Source: an optimization exercise on an open RTL-to-GDS flow (aim: small area, a short achievable clock period and few clock cycles). Production flows keep margins and buffers that such runs may drop.
Function was checked by simulation only, so behaviour that the tests miss may differ from the original.
Power is estimated from default activity; no workload was simulated.

== alpha ==
// rs485_frame_asm
module rs485_frame_asm (
    input  wire         clk,
    input  wire         rst,
    input  wire [255:0] addr_map,
    input  wire         in_valid,
    input  wire [7:0]   in_data,
    output wire         in_ready,
    output wire         out_valid,
    output wire [7:0]   out_data,
    output wire         out_last,
    input  wire         out_ready,
    output wire         idle
);
clock: 12.0 ns
lec_check: 0
cap_margin: 20
core_margin: 2
core_utilization: 60
cts_cluster_diameter: 80
cts_cluster_size: 24
place_density: 0.7
slew_margin: 20
synth_memory_max_bits: 4096
standard.sh (not shown) runs the stock make flow with config.mk's settings and CLKGATE_MAP_FILE= SYNTH_SCRIPT=/design/flow/synth_recipe.tcl, a recipe that flattens the netlist after the stock synthesis.
==> flow/flow/run.sh <==
#!/bin/bash
set -euo pipefail
bash standard.sh SETUP_SLACK_MARGIN=8 \
  "BUFFER_PORTS_ARGS=-buffer_cell sky130_fd_sc_hd__buf_1" \
  "CTS_ARGS=-sink_clustering_enable -repair_clock_nets -sink_clustering_size 24 -sink_clustering_max_diameter 80 -dont_use_dummy_load" \
  finish > standard_flow.log 2>&1
Testbench counts of alpha, summed over its fixed seeds: cycles 17,077.
> inputs changed (alpha -> beta)
-- flow/design.v --
<<< alpha, line 108
    wire       q_full = (qcount == 4'd8);
    wire [3:0] qt_m1  = qt - 4'd1;
    wire [8:0] P0s    = qs[qm[2:0]];
    wire [8:0] tls    = qs[qt_m1[2:0]];
    reg blocked;
    always @(*) begin
>>> beta, line 108
    wire       q_full = (qcount == 4'd8);
    wire [3:0] qt_m1  = qt - 4'd1;
    wire [2:0] qx_i   = ins_v ? qt_m1[2:0] : qm[2:0];
    wire [8:0] qx     = qs[qx_i];
    wire [8:0] P0s    = qx;
    wire [8:0] tls    = qx;
    reg blocked;
    always @(*) begin
## What came out
- beta: flow completed, timing, DRC and antenna clean
- Comparing beta and alpha, utilization is higher on beta.
- Changes observed in beta relative to alpha: number of nets in the final layout -37; number of remaining DRC errors ~0 delta; worst slew margin relative to its limit -9.2 points; part of the cycle the worst path needs +0.85 points.
- beta gives more part of the total power dissipated in the clock network than alpha did.
- The final reports for beta and alpha show instance count of the mapped netlist lower in the former.
- Cmp beta and alpha / maximum fanout along the worst path / lower: alpha
- beta against alpha: effective utilization at floorplan barely changed; global-route wire length before repair has decreased.
- Against alpha, beta reports a longest individual stage delay on the worst path that is higher.
- beta and alpha ended up with nearly the same area added between synthesis and finish.
- Compared with alpha, beta shows a lower die area.
Testbench counts of beta, summed over its fixed seeds: cycles 17,077.


Another version of the RTL of rs485_frame_asm (not shown whole).
For scale: about 6,600 cells after synthesis, about 2,700 flip-flops, roughly 280 I/O pins, ~79,000 µm² of cells after synthesis.
==> flow/design.v (excerpt) <==
module rs485_frame_asm (
    input  wire         clk,
    input  wire         rst,
    input  wire [255:0] addr_map,
    input  wire         in_valid,
    input  wire [7:0]   in_data,
    output wire         in_ready,
    output wire         out_valid,
    output wire [7:0]   out_data,
    output wire         out_last,
    input  wire         out_ready,
    output wire         idle
);
Settings: LEC_CHECK=0, ABC_AREA=1, CAP_MARGIN=20, CORE_MARGIN=2, CORE_UTILIZATION=60, CTS_CLUSTER_DIAMETER=80, CTS_CLUSTER_SIZE=24, PLACE_DENSITY=0.7, SLEW_MARGIN=20, SYNTH_MEMORY_MAX_BITS=4096; clock period 12.0 ns.
==> flow/flow/run.sh <==
#!/bin/bash
set -euo pipefail
bash standard.sh SETUP_SLACK_MARGIN=8.5 \
  "BUFFER_PORTS_ARGS=-buffer_cell sky130_fd_sc_hd__buf_1" \
  "CTS_ARGS=-sink_clustering_enable -repair_clock_nets -sink_clustering_size 16 -sink_clustering_max_diameter 60 -dont_use_dummy_load -buf_list sky130_fd_sc_hd__clkbuf_8" \
  finish > standard_flow.log 2>&1
The starting point passed the timing, DRC and antenna checks.
Testbench counts at the start, summed over its fixed seeds: cycles 17,074.
Edit:
--- a/flow/design.v
+++ b/flow/design.v
@@ -5,23 +5,23 @@
     input  wire         in_valid,
     input  wire [7:0]   in_data,
     output wire         in_ready,
     output wire         out_valid,
     output wire [7:0]   out_data,
     output wire         out_last,
     input  wire         out_ready,
     output wire         idle
 );
-    localparam integer R  = 261;         
+    localparam integer R  = 264;         
     localparam integer TD = 3;           
     localparam integer NT = R >> TD;
-    localparam integer K  = 3;           
-    localparam [8:0]   RM = 9'd260;
+    localparam integer K  = 2;           
+    localparam [8:0]   RM = 9'd263;
     function [15:0] crcstep;
         input [15:0] c;
         input [7:0]  b;
         integer i;
         reg [15:0] r;
         begin
             r = c ^ {8'h00, b};
             for (i = 0; i < 8; i = i + 1)
                 r = r[0] ? ((r >> 1) ^ 16'hA001) : (r >> 1);
@@ -36,19 +36,19 @@
         input [8:0] x;
         dec9 = (x == 9'd0) ? RM : x - 9'd1;
     endfunction
     function [8:0] subm;
         input [8:0] a;
         input [8:0] b;
         reg [9:0] d;
         begin
             d = {1'b0, a} - {1'b0, b};
-            subm = d[9] ? (d[8:0] + 9'd261) : d[8:0];
+            subm = d[9] ? (d[8:0] + 9'd264) : d[8:0];
         end
     endfunction
     reg [8*R-1:0] ring;
     reg [8:0]     Tn;             
     reg [8:0]     Tnn;            
     reg [255:0]   addr_mask;
     reg [7:0]     ib0, ib1;       
     reg [1:0]     icnt;
     reg           in_ready_r;
@@ -89,18 +89,20 @@
     reg [1:0]     rsk_i;
     reg [8:0]     rsk_rem;
     reg           ord_v;          
     reg [8:0]     rd_s;
     reg [1:0]     rd_i;           
     reg [8:0]     rd_rem;         
     reg [8:0]     rd_st;          
     reg           out_valid_r, out_last_r;
     reg [7:0]     out_data_r;
+    reg           out_last_h;
+    reg [7:0]     out_data_h;
     reg           idle_r;
     assign in_ready  = in_ready_r;
     assign out_valid = out_valid_r;
     assign out_data  = out_data_r;
     assign out_last  = out_last_r;
     assign idle      = idle_r;
     integer k, j;
     wire       pend   = (qm != qt);
     wire       q_emitted = (qh != qm);
@@ -181,20 +183,23 @@
             for (j = 0; j < K; j = j + 1)
                 if (j != k && e_pass[j] && older[j*K+k]) p1_oh[k] = 1'b0;
         end
         for (k = 0; k < K; k = k + 1) begin
             p2_oh[k] = e_pass[k] & ~p1_oh[k];
             for (j = 0; j < K; j = j + 1)
                 if (j != k && e_pass[j] && !p1_oh[j] && older[j*K+k]) p2_oh[k] = 1'b0;
         end
         p1_v = |p1_oh; p2_v = |p2_oh;
-        p1_i = p1_oh[1] ? 2'd1 : p1_oh[2] ? 2'd2 : 2'd0;
-        p2_i = p2_oh[1] ? 2'd1 : p2_oh[2] ? 2'd2 : 2'd0;
+        p1_i = 2'd0; p2_i = 2'd0;
+        for (k = 0; k < K; k = k + 1) begin
+            if (p1_oh[k]) p1_i = k[1:0];
+            if (p2_oh[k]) p2_i = k[1:0];
+        end
     end
     reg [K-1:0] nw_p1, nw_p2;     
     always @(*) begin
         for (k = 0; k < K; k = k + 1) begin
             nw_p1[k] = (k[1:0] != p1_i) & older[p1_i*K+k];
             nw_p2[k] = (k[1:0] != p2_i) & older[p2_i*K+k];
         end
     end
     wire p1_host  = ehv[p1_i];
@@ -492,15 +497,17 @@
             else rd_rem <= rd_rem - 9'd1;
             if (rd_lastb) begin
                 rd_s  <= qs[qh[2:0]];
                 rd_i  <= 2'd0;
                 rd_st <= pf_st;
             end
         end else begin
             rd_st <= rd_st_inc;
         end
-        if (rd_take) begin
-            out_data_r  <= obyte;
-            out_last_r  <= rd_lastb;
+        out_data_r <= rd_take ? obyte : out_data_h;
+        out_last_r <= rd_take ? rd_lastb : out_last_h;
+        if (rd_take || !out_valid_r) begin
+            out_data_h <= obyte;
+            out_last_h <= rd_lastb;
         end
     end
 endmodule
The new run completed without violations.
Global-route usage goes down by 1.2 points.
Clock-buffer cell count goes down by 4.
Routed wire length goes down by 8.2%.
Sequential power is about the same.
Worst setup slack is better by 11 ps.
Non-clock buffer count goes down by 30.
Maximum frequency stays flat.
Testbench counts after the change, summed over its fixed seeds: cycles 17,581.

## separate check: timing with driven ports
How much do the figures lean on ideal ports? The routed layouts below were timed once more, with nothing changed but the port constraints. Step 1 assumes that a clkbuf_16 drives the clock port and a buf_2 every other input. Step 2 also shifts input and output timing later by t, the mid clock arrival at the registers, as if the neighbouring blocks saw the same clock. Three values: ideal, step 1, step 2; two values: the first two.
run | t, ns | setup slack, ns | worst data-port slew with drivers (ns) | cell pins on the clock port's net
alpha | 0.800 | 8.026 / 8.026 / 7.320 | 0.19 | 1
beta | 0.818 | 7.923 / 7.984 / 7.166 | 0.17 | 1
the first run of note 2 | 0.976 | 8.157 / 8.083 / 7.593 | 0.19 | 1
the second run of note 2 | 0.956 | 8.168 / 8.098 / 7.646 | 0.23 | 1
After both steps setup and hold are still met in every run listed. For beta, which loses most, drivers alone change the setup slack by +0.061 ns; drivers and shift together by -0.757 ns.
